This design comes from an exercise in tuning for small area, a short achievable clock period and few clock cycles per item on the open sky130 flow, not from production work. Function was checked by simulation only, so behaviour that the tests miss may differ from the original.

### design/flow/design.v
module babe_cls (
    input  wire        clk,
    input  wire        rst,
    input  wire        start,
    input  wire [7:0]  reg_w,        
    input  wire [7:0]  reg_h,        
    input  wire [15:0] maxgrad,
    output wire        busy,
    input  wire        pix_valid,
    input  wire [7:0]  pix_r,
    input  wire [7:0]  pix_g,
    input  wire [7:0]  pix_b,
    output wire        pix_ready,
    output reg  [1:0]  res_kind,     
    output reg  [7:0]  res_a1,
    output reg  [7:0]  res_a2,
    output reg  [2:0]  res_step,
    output reg  [7:0]  avg_r,
    output reg  [7:0]  avg_g,
    output reg  [7:0]  avg_b
);
    localparam S_IDLE = 2'd0;
    localparam S_PIX  = 2'd1;
    localparam S_DIV  = 2'd2;
    reg [1:0]  state;
    reg [7:0]  w, h;
    reg [15:0] mg;
    reg [7:0]  col, row;
    reg [15:0] all_min, all_max;
    reg [15:0] ring_min, ring_max;
    reg [15:0] in_min, in_max;
    reg        in_any;
    reg [23:0] sum_r, sum_g, sum_b;
    reg [15:0] npix;
    reg [4:0]  dcnt;
    reg [23:0] rem_r, rem_g, rem_b;
    wire [15:0] luma = 16'd77 * pix_r + 16'd150 * pix_g + 16'd29 * pix_b;
    wire take    = (state == S_PIX) && pix_valid;
    wire on_ring = (col == 8'd0) || (col == w - 8'd1) || (row == 8'd0) || (row == h - 8'd1);
    wire last    = (col == w - 8'd1) && (row == h - 8'd1);
    wire [15:0] e_all  = all_max - all_min;
    wire [15:0] e_ring = ring_max - ring_min;
    wire [15:0] e_in   = in_any ? (in_max - in_min) : 16'd0;
    wire edge_dom = (e_ring != 16'd0) && (e_in != 16'd0) && ({1'b0, e_ring} >= {e_in, 1'b0}) &&
                    ((w > 8'd2) || (h > 8'd2));
    wire [24:0] tr = {rem_r[22:0], sum_r[23]} - {9'd0, npix};
    wire [24:0] tg = {rem_g[22:0], sum_g[23]} - {9'd0, npix};
    wire [24:0] tb = {rem_b[22:0], sum_b[23]} - {9'd0, npix};
    always @(posedge clk) begin
        if (rst) begin
            state    <= S_IDLE;
            res_kind <= 2'd0;
            res_a1   <= 8'd0;
            res_a2   <= 8'd0;
            res_step <= 3'd0;
            avg_r    <= 8'd0;
            avg_g    <= 8'd0;
            avg_b    <= 8'd0;
        end else begin
            case (state)
            S_IDLE: begin
                if (start) begin
                    w        <= reg_w;
                    h        <= reg_h;
                    mg       <= maxgrad;
                    col      <= 8'd0;
                    row      <= 8'd0;
                    all_min  <= 16'hffff;
                    all_max  <= 16'd0;
                    ring_min <= 16'hffff;
                    ring_max <= 16'd0;
                    in_min   <= 16'hffff;
                    in_max   <= 16'd0;
                    in_any   <= 1'b0;
                    sum_r    <= 24'd0;
                    sum_g    <= 24'd0;
                    sum_b    <= 24'd0;
                    npix     <= 16'd0;
                    state    <= S_PIX;
                end
            end
            S_PIX: begin
                if (take) begin
                    if (luma < all_min) all_min <= luma;
                    if (luma > all_max) all_max <= luma;
                    if (on_ring) begin
                        if (luma < ring_min) ring_min <= luma;
                        if (luma > ring_max) ring_max <= luma;
                    end else begin
                        in_any <= 1'b1;
                        if (luma < in_min) in_min <= luma;
                        if (luma > in_max) in_max <= luma;
                    end
                    sum_r <= sum_r + {16'd0, pix_r};
                    sum_g <= sum_g + {16'd0, pix_g};
                    sum_b <= sum_b + {16'd0, pix_b};
                    npix  <= npix + 16'd1;
                    if (col == w - 8'd1) begin
                        col <= 8'd0;
                        row <= row + 8'd1;
                    end else begin
                        col <= col + 8'd1;
                    end
                    if (last) begin
                        rem_r <= 24'd0;
                        rem_g <= 24'd0;
                        rem_b <= 24'd0;
                        dcnt  <= 5'd0;
                        state <= S_DIV;
                    end
                end
            end
            S_DIV: begin
                if (tr[24]) rem_r <= {rem_r[22:0], sum_r[23]};
                else        rem_r <= tr[23:0];
                sum_r <= {sum_r[22:0], ~tr[24]};
                if (tg[24]) rem_g <= {rem_g[22:0], sum_g[23]};
                else        rem_g <= tg[23:0];
                sum_g <= {sum_g[22:0], ~tg[24]};
                if (tb[24]) rem_b <= {rem_b[22:0], sum_b[23]};
                else        rem_b <= tb[23:0];
                sum_b <= {sum_b[22:0], ~tb[24]};
                dcnt <= dcnt + 5'd1;
                if (dcnt == 5'd23) begin
                    avg_r <= {sum_r[6:0], ~tr[24]};
                    avg_g <= {sum_g[6:0], ~tg[24]};
                    avg_b <= {sum_b[6:0], ~tb[24]};
                    if (w <= 8'd1 && h <= 8'd1) begin
                        res_kind <= 2'd0; res_a1 <= 8'd0; res_a2 <= 8'd0; res_step <= 3'd1;
                    end else if (e_all == 16'd0) begin
                        res_kind <= 2'd0; res_a1 <= 8'd0; res_a2 <= 8'd0; res_step <= 3'd2;
                    end else if (!edge_dom && e_all <= mg && w <= 8'd4 && h <= 8'd4) begin
                        res_kind <= 2'd0; res_a1 <= 8'd0; res_a2 <= 8'd0; res_step <= 3'd4;
                    end else if (w >= h && w >= 8'd2) begin
                        res_kind <= 2'd1; res_a1 <= w >> 1; res_a2 <= w - (w >> 1); res_step <= 3'd5;
                    end else if (h >= 8'd2) begin
                        res_kind <= 2'd2; res_a1 <= h >> 1; res_a2 <= h - (h >> 1); res_step <= 3'd5;
                    end else begin
                        res_kind <= 2'd0; res_a1 <= 8'd0; res_a2 <= 8'd0; res_step <= 3'd6;
                    end
                    state <= S_IDLE;
                end
            end
            default: state <= S_IDLE;
            endcase
        end
    end
    assign busy      = (state != S_IDLE);
    assign pix_ready = (state == S_PIX);
endmodule
### design/flow/run.sh
#!/bin/bash
# synth_recipe.tcl (not shown) runs the flow's synth.tcl, then flattens the netlist and writes it again
# the make line also repeats each setting of config.mk as NAME=value (left out here)
make -C /OpenROAD-flow-scripts/flow DESIGN_CONFIG=/design/flow/config.mk WORK_HOME=/design/flow/orfs CLKGATE_MAP_FILE= SYNTH_SCRIPT=/design/flow/synth_recipe.tcl finish
### design/flow/config.mk
export PLATFORM = sky130hd
export DESIGN_NAME = babe_cls
export DESIGN_NICKNAME = babe_cls
export VERILOG_FILES = /design/flow/design.v
export SDC_FILE = /design/flow/constraint.sdc
export NUM_CORES = 4
export LEC_CHECK = 0
export CAP_MARGIN = 20
export CORE_MARGIN = 2
export CORE_UTILIZATION = 40
export PLACE_DENSITY = 0.6
export SLEW_MARGIN = 20
### design/flow/constraint.sdc
create_clock -name core_clock -period 11.0 [get_ports {clk}]
set_input_delay 2.2000 -clock core_clock [delete_from_list [all_inputs] [get_ports {clk}]]
set_output_delay 2.2000 -clock core_clock [all_outputs]
set_load 0.01 [all_outputs]
==> out/metrics.cfg <==
[synthesis]
ys_warn_count = 1
syn_area_per_cell_um2 = 9.706
ys_ff_latch = 353
synth_top_area_frac = 0.3292
synth_area_leaders = edfxtp_1 33%, ha_1 17%, fa_1 4.8%
synthCells = 2885
synth_top_area_cell = edfxtp_1
syn-num-nets = 3390
yosysMostFrequentCell = ha_1
synth_edf_count = 307
syn_area_um2 = 28000
synth-seq-area-share = 0.3621
synth_common_cells = 378 x ha_1, 307 x edfxtp_1, 303 x inv_1, 230 x nand2_1, 216 x nor2_1
synth_cell_types = 89
synth-main-ff-cell = edfxtp_1
async_flop_share = 0

[clock_network]
holdBufCountCts = 0
cts.path.max_buffers = 3
cts_tree = yes
clock-root-buffer = clkbuf_16
cts_inserted_buffers = 43
cts_setup_buffers = 0
path_clk_slew_ns = 0.06
post_cts_resize_count = 0
clkLatencyLatePin_ns = 0.60
htree_levels = 2
cts.sinks = 353

[critical_path]
crit_path_top_delay_cell = a31oi_2
critPathMaxFanout = 16
crit_buf_inv = 5
critPathMaxStageDelay_ns = 0.79
crit_top_cell = ha_1
critical_path.top_delay_family = adder cells
critical_path_class = in -> reg
cp.required_ns = 11.19
cp-end-kind = flop
cp-start-kind = input pin
arrival_ns = 10.00

[floorplanning]
io_pins = 107
dieWidth_um = 268.6
fp-row-count = 97
fp.dieArea_um2 = 72140
core-area_um2 = 69660
dieHeight_um = 268.6
floorplan.initialDensity = 0.4020

[sta]
finalCriticalPeriod_ns = 9.811
rsz0062_at_grt = no
finalSetupViolations = 0
hold_viol = 0
hold_slack_ns = 0.4582
worst_slack_ns = 1.189
finalCritPeriodShare = 0.8919
relSlewSlack = 0.2165
fin_setup_tns_ns = 0
worstMarginPinSlew_ns = 1.163
clock_skew_ns = 0.03628
slew_viol_final = 0
timing.fmax_ghz = 0.1019

[placement]
gp_congestion = 0.9498
dp_slack_ns = 0.6008
hpwl_um = 57180
io_buffers = 105
dpl.cell_count = 3899

[cells_and_area]
finalNonFillerCells = 3977
num-nets-final = 3509
n_fill_cell = 6599
diodes = 0
drive_gt1_frac = 0.05137
syn2layout_area_growth_pct = 12.98

[route]
totalWireLength_um = 74840
post_drt_wl_per_cell_um = 18.82
maxUsedRoutingLayer = met5
drc = 0
drt_iter0_markers = 1346
dr_total_vias = 21620
routed-wl-met2_um = 35090
wl_met1_um = 34110
drt-pass1-iter-count = 5
viasPerCell = 5.436
wl_met3_um = 3744
ant_nets = 0

[hold_path]
hold_class = reg -> reg

[grt]
grt_pass1_vias = 21830
antenna_found_initial = 1
grt_max_degree = 75
grt_pass1_wl_um = 118500
grt.total_usage = 0.2075
overflow = 0

[job]
maxCapViolations = 0

[status]
status = timing/DRC/antenna clean

## worst paths after layout
path                            start                  endpoint  cells after the start  slack (ns)
max                          pix_g[4]    ring_max[11]$_DFFE_PP_                     29        1.19
min          res_kind[1]$_SDFFE_PP0P_  res_kind[1]$_SDFFE_PP0P_                      2        0.46
max reg2reg      all_max[0]$_DFFE_PP_    res_a2[5]$_SDFFE_PP0P_                     22        4.99
min reg2reg  res_kind[1]$_SDFFE_PP0P_  res_kind[1]$_SDFFE_PP0P_                      2        0.46
## layout make-up
class | instances | area [µm²] | area share
Clock buffer | 52 | 1110 | 0.03508
Clock inverter | 26 | 249.0 | 0.007870
Inverter | 303 | 1137 | 0.03595
Multi-Input combinational cell | 2164 | 16520 | 0.5223
Sequential cell | 353 | 10140 | 0.3205
Tap cell | 940 | 1176 | 0.03717
Timing Repair Buffer | 139 | 1301 | 0.04113
## registers in the layout, indices dropped and copies added (netlist names), 23 cells and up
signal,cells
sum_g,24
sum_r,24
rem_r,23
rem_b,23
rem_g,23
sum_b,24
## stage by stage
step,area [µm²],util
after CTS,31630,0.4541
after global routing,31640,0.4541
final,31640,0.4541
after detailed placement,30280,0.4346
after global placement,30280,0.4346
after floorplan,28000,-
## tightest hold or removal path, cell delays in order (launching register included)
cell     delay [ns]
dfxtp_1        0.31
nand2_1        0.06
o21ai_2        0.04
## per-layer routing
metal  track usage  up-vias
li1              -    10530
met1        0.2775    10470
met2        0.3520      518
met3       0.02566      103
met4       0.06021        2
met5             0        -
## cells by family after synthesis
family,count (synthesis),share of synthesized area
buffers and inverters,368,0.05058
adders and majority gates,445,0.2168
muxes,21,0.007596
and+or+nand+nor,864,0.1534
AOI/OAI and AO/OA,622,0.1434
DFF,353,0.3621
other,1,0.0001339
xor gates and xnor gates,211,0.06599
## placed cells by master, fill, tap and decap left out, types with 41 or more instances in the layout
cell type        synthesis  routed
a21o_1                  55      55
a21oi_1                178     178
clkbuf_16                0      43
clkdlybuf4s50_1          0     104
dfxtp_1                 46      46
edfxtp_1               307     307
fa_1                    67      67
ha_1                   378     376
inv_1                  303     302
nand2_1                230     230
nand2b_1                41      41
nand3_1                 72      72
nor2_1                 216     215
nor2b_1                 68      68
nor3_1                  43      42
o21ai_0                123     123
xnor2_1                133     133
xor2_1                  78      78
Testbench counts, summed over its fixed seeds: cycles 99,323, regions 1,280.

[separate check: timing with driven ports]
The flow's constraints put no driver on any port. The routed layout listed below was extracted and timed again, unchanged, in two steps.
Step 1 sets driving cells, clkbuf_16 on the clock port and buf_2 on the other inputs (assumed; they add their load-dependent delay and slew).
Step 2 also shifts input and output timing later by t, the mid clock arrival at the registers, as if the neighbouring blocks saw the same clock.
a / b / c = ideal ports / drivers / drivers and shift; a / b = the first two.
t (ns): 0.639
slack for setup (ns): 1.189 / 1.224 / 0.586
pins driven straight from the clock port: 1
After both steps setup and hold are still met in this run. The setup slack of this run moves by +0.035 ns with the drivers and by -0.603 ns with both steps.
